Background: an optimization exercise with open tools, aiming at small area. Do not read the settings as production practice.
Function was checked by simulation only, so behaviour that the tests miss may differ from the original.
No driver is modelled on the clock port, so clock power and skew are understated where the tree is cut down; a real chip needs a root buffer or a tree.
Power and IR drop assume default switching activity.

==> module ev1527_classifier, before the edit <==
module ev1527_classifier (
    input  wire [14:0] lo_i,
    input  wire [13:0] hi_i,
    output wire        valid_o,      
    output wire        bit_o,        
    output wire        preamble_o    
);
    function automatic le15(input [14:0] a, input [14:0] b);
        integer i;
        reg r;
        begin
            r = 1'b1;
            for (i = 0; i < 15; i = i + 1)
                r = (~a[i] & b[i]) | (~a[i] & r) | (b[i] & r);
            le15 = r;
        end
    endfunction
    function automatic [14:0] add15(input [14:0] a, input [14:0] b);
        integer i;
        reg c;
        begin
            c = 1'b0;
            for (i = 0; i < 15; i = i + 1) begin
                add15[i] = a[i] ^ b[i] ^ c;
                c = (a[i] & b[i]) | (a[i] & c) | (b[i] & c);
            end
        end
    endfunction
    wire [14:0] hi = {1'b0, hi_i};
    wire lo_le_2hi = le15(lo_i, {hi_i, 1'b0});
    assign valid_o = le15(15'd450, hi) && le15(hi, 15'd8500) &&
                     le15(15'd1350, lo_i) && le15(lo_i, 15'd25500);
    assign bit_o   = lo_le_2hi;
    wire [14:0] hi_x125 = add15(hi, {3'b000, hi_i[13:2]});
    assign preamble_o = le15(15'd9600, hi) && le15(hi, 15'd16000) &&
                        le15(hi_x125, lo_i) && lo_le_2hi;
endmodule
==> module ev1527_decoder, before the edit <==
module ev1527_decoder (
    input  wire        clk,
    input  wire        rst,         
    input  wire        line_i,      
    input  wire        tick_i,      
    input  wire        rearm_i,     
    input  wire        disable_i,   
    input  wire        clrdet_i,    
    output wire [19:0] address_o,
    output wire [3:0]  key_o,
    output wire        detected_o,
    output wire        enabled_o
);
    reg        line_q;
    reg        enabled;
    reg        exp_fall;
    reg [14:0] count;
    reg [13:0] hi;
    reg [4:0]  bit_index;
    wire       preamble_found = |bit_index;
    reg [22:0] acc;
    reg [19:0] address;
    reg [3:0]  key;
    reg        detected;
    wire edge_hit = exp_fall ? (~line_i & line_q) : (line_i & ~line_q);
    wire notify   = enabled & edge_hit & ~rearm_i & ~disable_i;
    wire n_fall   = notify & exp_fall;     
    wire n_rise   = notify & ~exp_fall;    
    wire        big  = ~preamble_found & exp_fall;
    wire [14:0] step = {10'd0, big, 1'b0, big, preamble_found & ~exp_fall,
                        ~big};
    reg  [14:0] count_sum;
    reg         carry;
    reg         count_c14;    
    integer i;
    always @(*) begin
        carry = 1'b0;
        count_c14 = 1'b0;
        for (i = 0; i < 15; i = i + 1) begin
            if (i == 14)
                count_c14 = carry;
            count_sum[i] = count[i] ^ step[i] ^ carry;
            carry        = (count[i] & step[i]) | (count[i] & carry) |
                           (step[i] & carry);
        end
    end
    wire count_sat = exp_fall ? count_c14 : carry;
    wire valid, bit_value, is_preamble;
    ev1527_classifier u_classifier (
        .lo_i      (count),
        .hi_i      (hi),
        .valid_o   (valid),
        .bit_o     (bit_value),
        .preamble_o(is_preamble)
    );
    wire take_bit = n_rise & preamble_found & valid;
    wire last_bit = (bit_index == 5'd14);
    wire complete = take_bit & last_bit;
    always @(posedge clk) begin
        line_q <= line_i;
        if (notify)
            count <= 15'd0;
        else if (enabled && tick_i && !count_sat)
            count <= count_sum;
        if (n_fall)
            hi[12:0] <= count[12:0];
        if (n_fall)
            hi[13] <= count[13];
        else if (notify || rearm_i)
            hi[13] <= 1'b0;
        if (rearm_i)
            exp_fall <= 1'b0;
        else if (notify)
            exp_fall <= ~exp_fall & (~preamble_found | valid);
        if (rearm_i)
            bit_index <= 5'd0;
        else if (n_rise) begin
            if (!preamble_found)
                bit_index <= {4'd0, is_preamble};
            else if (valid)
                bit_index <= {bit_index[3:0], bit_index[4] ^ bit_index[2]};
            else
                bit_index <= 5'd0;
        end
        if (take_bit)
            acc <= {acc[21:0], bit_value};
        if (complete) begin
            address <= acc[22:3];
            key     <= {acc[2:0], bit_value};
        end
        if (rst)
            enabled <= 1'b0;
        else if (disable_i)
            enabled <= 1'b0;
        else if (rearm_i)
            enabled <= 1'b1;
        else if (complete)
            enabled <= 1'b0;
        if (rst)
            detected <= 1'b0;
        else if (complete)
            detected <= 1'b1;
        else if (clrdet_i)
            detected <= 1'b0;
    end
    assign address_o  = address;
    assign key_o      = key;
    assign detected_o = detected;
    assign enabled_o  = enabled;
endmodule
==> flow/config.mk <==
export PLATFORM = sky130hd
export DESIGN_NAME = ev1527_decoder
export DESIGN_NICKNAME = ev1527_decoder
export VERILOG_FILES = /design/flow/design.v
export SDC_FILE = /design/flow/constraint.sdc
export NUM_CORES = 4
export LEC_CHECK = 0
export CAP_MARGIN = 20
export CORE_MARGIN = 2
export CORE_UTILIZATION = 40
export GPL_TIMING_DRIVEN = 0
export SLEW_MARGIN = 20
==> flow/constraint.sdc <==
create_clock -name core_clock -period 6.0 [get_ports {clk}]
set_input_delay 1.2000 -clock core_clock [delete_from_list [all_inputs] [get_ports {clk}]]
set_output_delay 1.2000 -clock core_clock [all_outputs]
set_load 0.01 [all_outputs]
standard.sh (not shown) runs the stock make flow with config.mk's settings and CLKGATE_MAP_FILE= SYNTH_SCRIPT=/design/flow/synth_recipe.tcl, a recipe that flattens the netlist after the stock synthesis.
==> flow/flow/run.sh <==
#!/bin/bash
# Own layout flow: the standard flow (standard.sh) with these changes.
#  - Synthesis is the standard flow's own script (synth_recipe.tcl), except that the ABC
#    mapping step uses an area-oriented script (flow/area.abc): the same
#    registers, cell types and names, only the logic between them is mapped
#    differently.
#  - Ports are buffered with buf_1 instead of the resizer's default pick.
#  - CTS is replaced by a two-level clock buffer tree (flow/cts_hook.tcl):
#    the registers are split into CLK_GROUPS equal groups by position, each
#    driven by a clkbuf_8 at its centre; one clkbuf_2 drives those.
# Each tool's log is in orfs/logs/; make's output is in flow_make.log.
set -euo pipefail
W=$(pwd)
cat > "$W/flow_synth.tcl" <<EOF
proc abc {args} {
  set i [lsearch -exact \$args -script]
  if {\$i >= 0} { lset args [expr {\$i + 1}] $W/flow/area.abc }
  yosys abc {*}\$args
}
source $W/synth_recipe.tcl
EOF
export BUFFER_PORTS_ARGS="-buffer_cell sky130_fd_sc_hd__buf_1"
export PRE_CTS_TCL="$W/flow/cts_hook.tcl"
export CLK_GROUPS=5
export CLK_LEAF_CELL=sky130_fd_sc_hd__clkbuf_8
export CLK_ROOT_CELL=sky130_fd_sc_hd__clkbuf_2
bash standard.sh SYNTH_SCRIPT="$W/flow_synth.tcl" finish > flow_make.log 2>&1
Other scripts of this flow, unchanged in this note and not shown: flow/flow/area.abc, flow/flow/cts_hook.tcl
Change:
--- a/flow/design.v
+++ b/flow/design.v
@@ -28,15 +28,16 @@
     endfunction
     wire [14:0] hi = {1'b0, hi_i};
     wire lo_le_2hi = le15(lo_i, {hi_i, 1'b0});
     assign valid_o = le15(15'd450, hi) && le15(hi, 15'd8500) &&
                      le15(15'd1350, lo_i) && le15(lo_i, 15'd25500);
     assign bit_o   = lo_le_2hi;
-    wire [14:0] hi_x125 = add15(hi, {3'b000, hi_i[13:2]});
-    assign preamble_o = le15(15'd9600, hi) && le15(hi, 15'd16000) &&
-                        le15(hi_x125, lo_i) && lo_le_2hi;
+    wire [14:0] q       = {3'b000, hi_i[13:2]};
+    wire [14:0] q_x5    = add15({q[12:0], 2'b00}, q);
+    assign preamble_o = le15(15'd2400, q) && le15(q, 15'd4000) &&
+                        le15(q_x5, lo_i) && lo_le_2hi;
 endmodule
 module ev1527_decoder (
     input  wire        clk,
     input  wire        rst,         
     input  wire        line_i,      
     input  wire        tick_i,      
@@ -60,31 +61,28 @@
     reg [3:0]  key;
     reg        detected;
     wire edge_hit = exp_fall ? (~line_i & line_q) : (line_i & ~line_q);
     wire notify   = enabled & edge_hit & ~rearm_i & ~disable_i;
     wire n_fall   = notify & exp_fall;     
     wire n_rise   = notify & ~exp_fall;    
+    wire        count_sat = exp_fall ? &count[13:6] : &count[14:6];
+    wire        inc  = enabled & tick_i & ~count_sat;
     wire        big  = ~preamble_found & exp_fall;
     wire [14:0] step = {10'd0, big, 1'b0, big, preamble_found & ~exp_fall,
-                        ~big};
+                        ~big} & {15{inc}};
     reg  [14:0] count_sum;
     reg         carry;
-    reg         count_c14;    
     integer i;
     always @(*) begin
         carry = 1'b0;
-        count_c14 = 1'b0;
         for (i = 0; i < 15; i = i + 1) begin
-            if (i == 14)
-                count_c14 = carry;
             count_sum[i] = count[i] ^ step[i] ^ carry;
             carry        = (count[i] & step[i]) | (count[i] & carry) |
                            (step[i] & carry);
         end
     end
-    wire count_sat = exp_fall ? count_c14 : carry;
     wire valid, bit_value, is_preamble;
     ev1527_classifier u_classifier (
         .lo_i      (count),
         .hi_i      (hi),
         .valid_o   (valid),
         .bit_o     (bit_value),
@@ -92,21 +90,20 @@
     );
     wire take_bit = n_rise & preamble_found & valid;
     wire last_bit = (bit_index == 5'd14);
     wire complete = take_bit & last_bit;
     always @(posedge clk) begin
         line_q <= line_i;
-        if (notify)
-            count <= 15'd0;
-        else if (enabled && tick_i && !count_sat)
-            count <= count_sum;
-        if (n_fall)
+        count <= notify ? 15'd0 : count_sum;
+        if (exp_fall)
             hi[12:0] <= count[12:0];
-        if (n_fall)
+        if (rearm_i)
+            hi[13] <= 1'b0;
+        else if (exp_fall)
             hi[13] <= count[13];
-        else if (notify || rearm_i)
+        else if (notify)
             hi[13] <= 1'b0;
         if (rearm_i)
             exp_fall <= 1'b0;
         else if (notify)
             exp_fall <= ~exp_fall & (~preamble_found | valid);
         if (rearm_i)
@@ -116,13 +113,13 @@
                 bit_index <= {4'd0, is_preamble};
             else if (valid)
                 bit_index <= {bit_index[3:0], bit_index[4] ^ bit_index[2]};
             else
                 bit_index <= 5'd0;
         end
-        if (take_bit)
+        if (n_rise)
             acc <= {acc[21:0], bit_value};
         if (complete) begin
             address <= acc[22:3];
             key     <= {acc[2:0], bit_value};
         end
         if (rst)
Result:
- routed wire length fell by a few percent
- clock skew is lower by 3.8 ps
- maximum frequency increases by roughly a tenth
- utilization barely changes
- via count went down by roughly a tenth
- final cell count came out lower by a few percent
- worst setup slack is better by 610 ps
- power falls by about a fifth
- design area goes down by a few percent
In every run of this note, the design's own scripts or RTL, not TritonCTS, make the clock network.

==> separate check: timing with driven ports <==
In the flow no input, the clock included, has a driving cell. The finished layouts below were timed again as built, in two steps.
Step 1 (the two cells are an assumption about what drives the block):
set clk [get_ports {clk}]
set_driving_cell -lib_cell sky130_fd_sc_hd__clkbuf_16 $clk
set_driving_cell -lib_cell sky130_fd_sc_hd__buf_2 [delete_from_list [all_inputs] $clk]
Step 2 also shifts input and output timing later by t, the mid clock arrival at the registers, as if the neighbouring blocks saw the same clock.
a / b / c = no drivers / after step 1 / after step 2; a / b = the first two.
run	t, ns	setup WS [ns]	pins driven straight from the clock port
the first run	0.489	0.208 / 0.208 / 0.208	1
the second run	0.495	0.819 / 0.819 / 0.819	1
After both steps setup and hold are still met in every run listed.
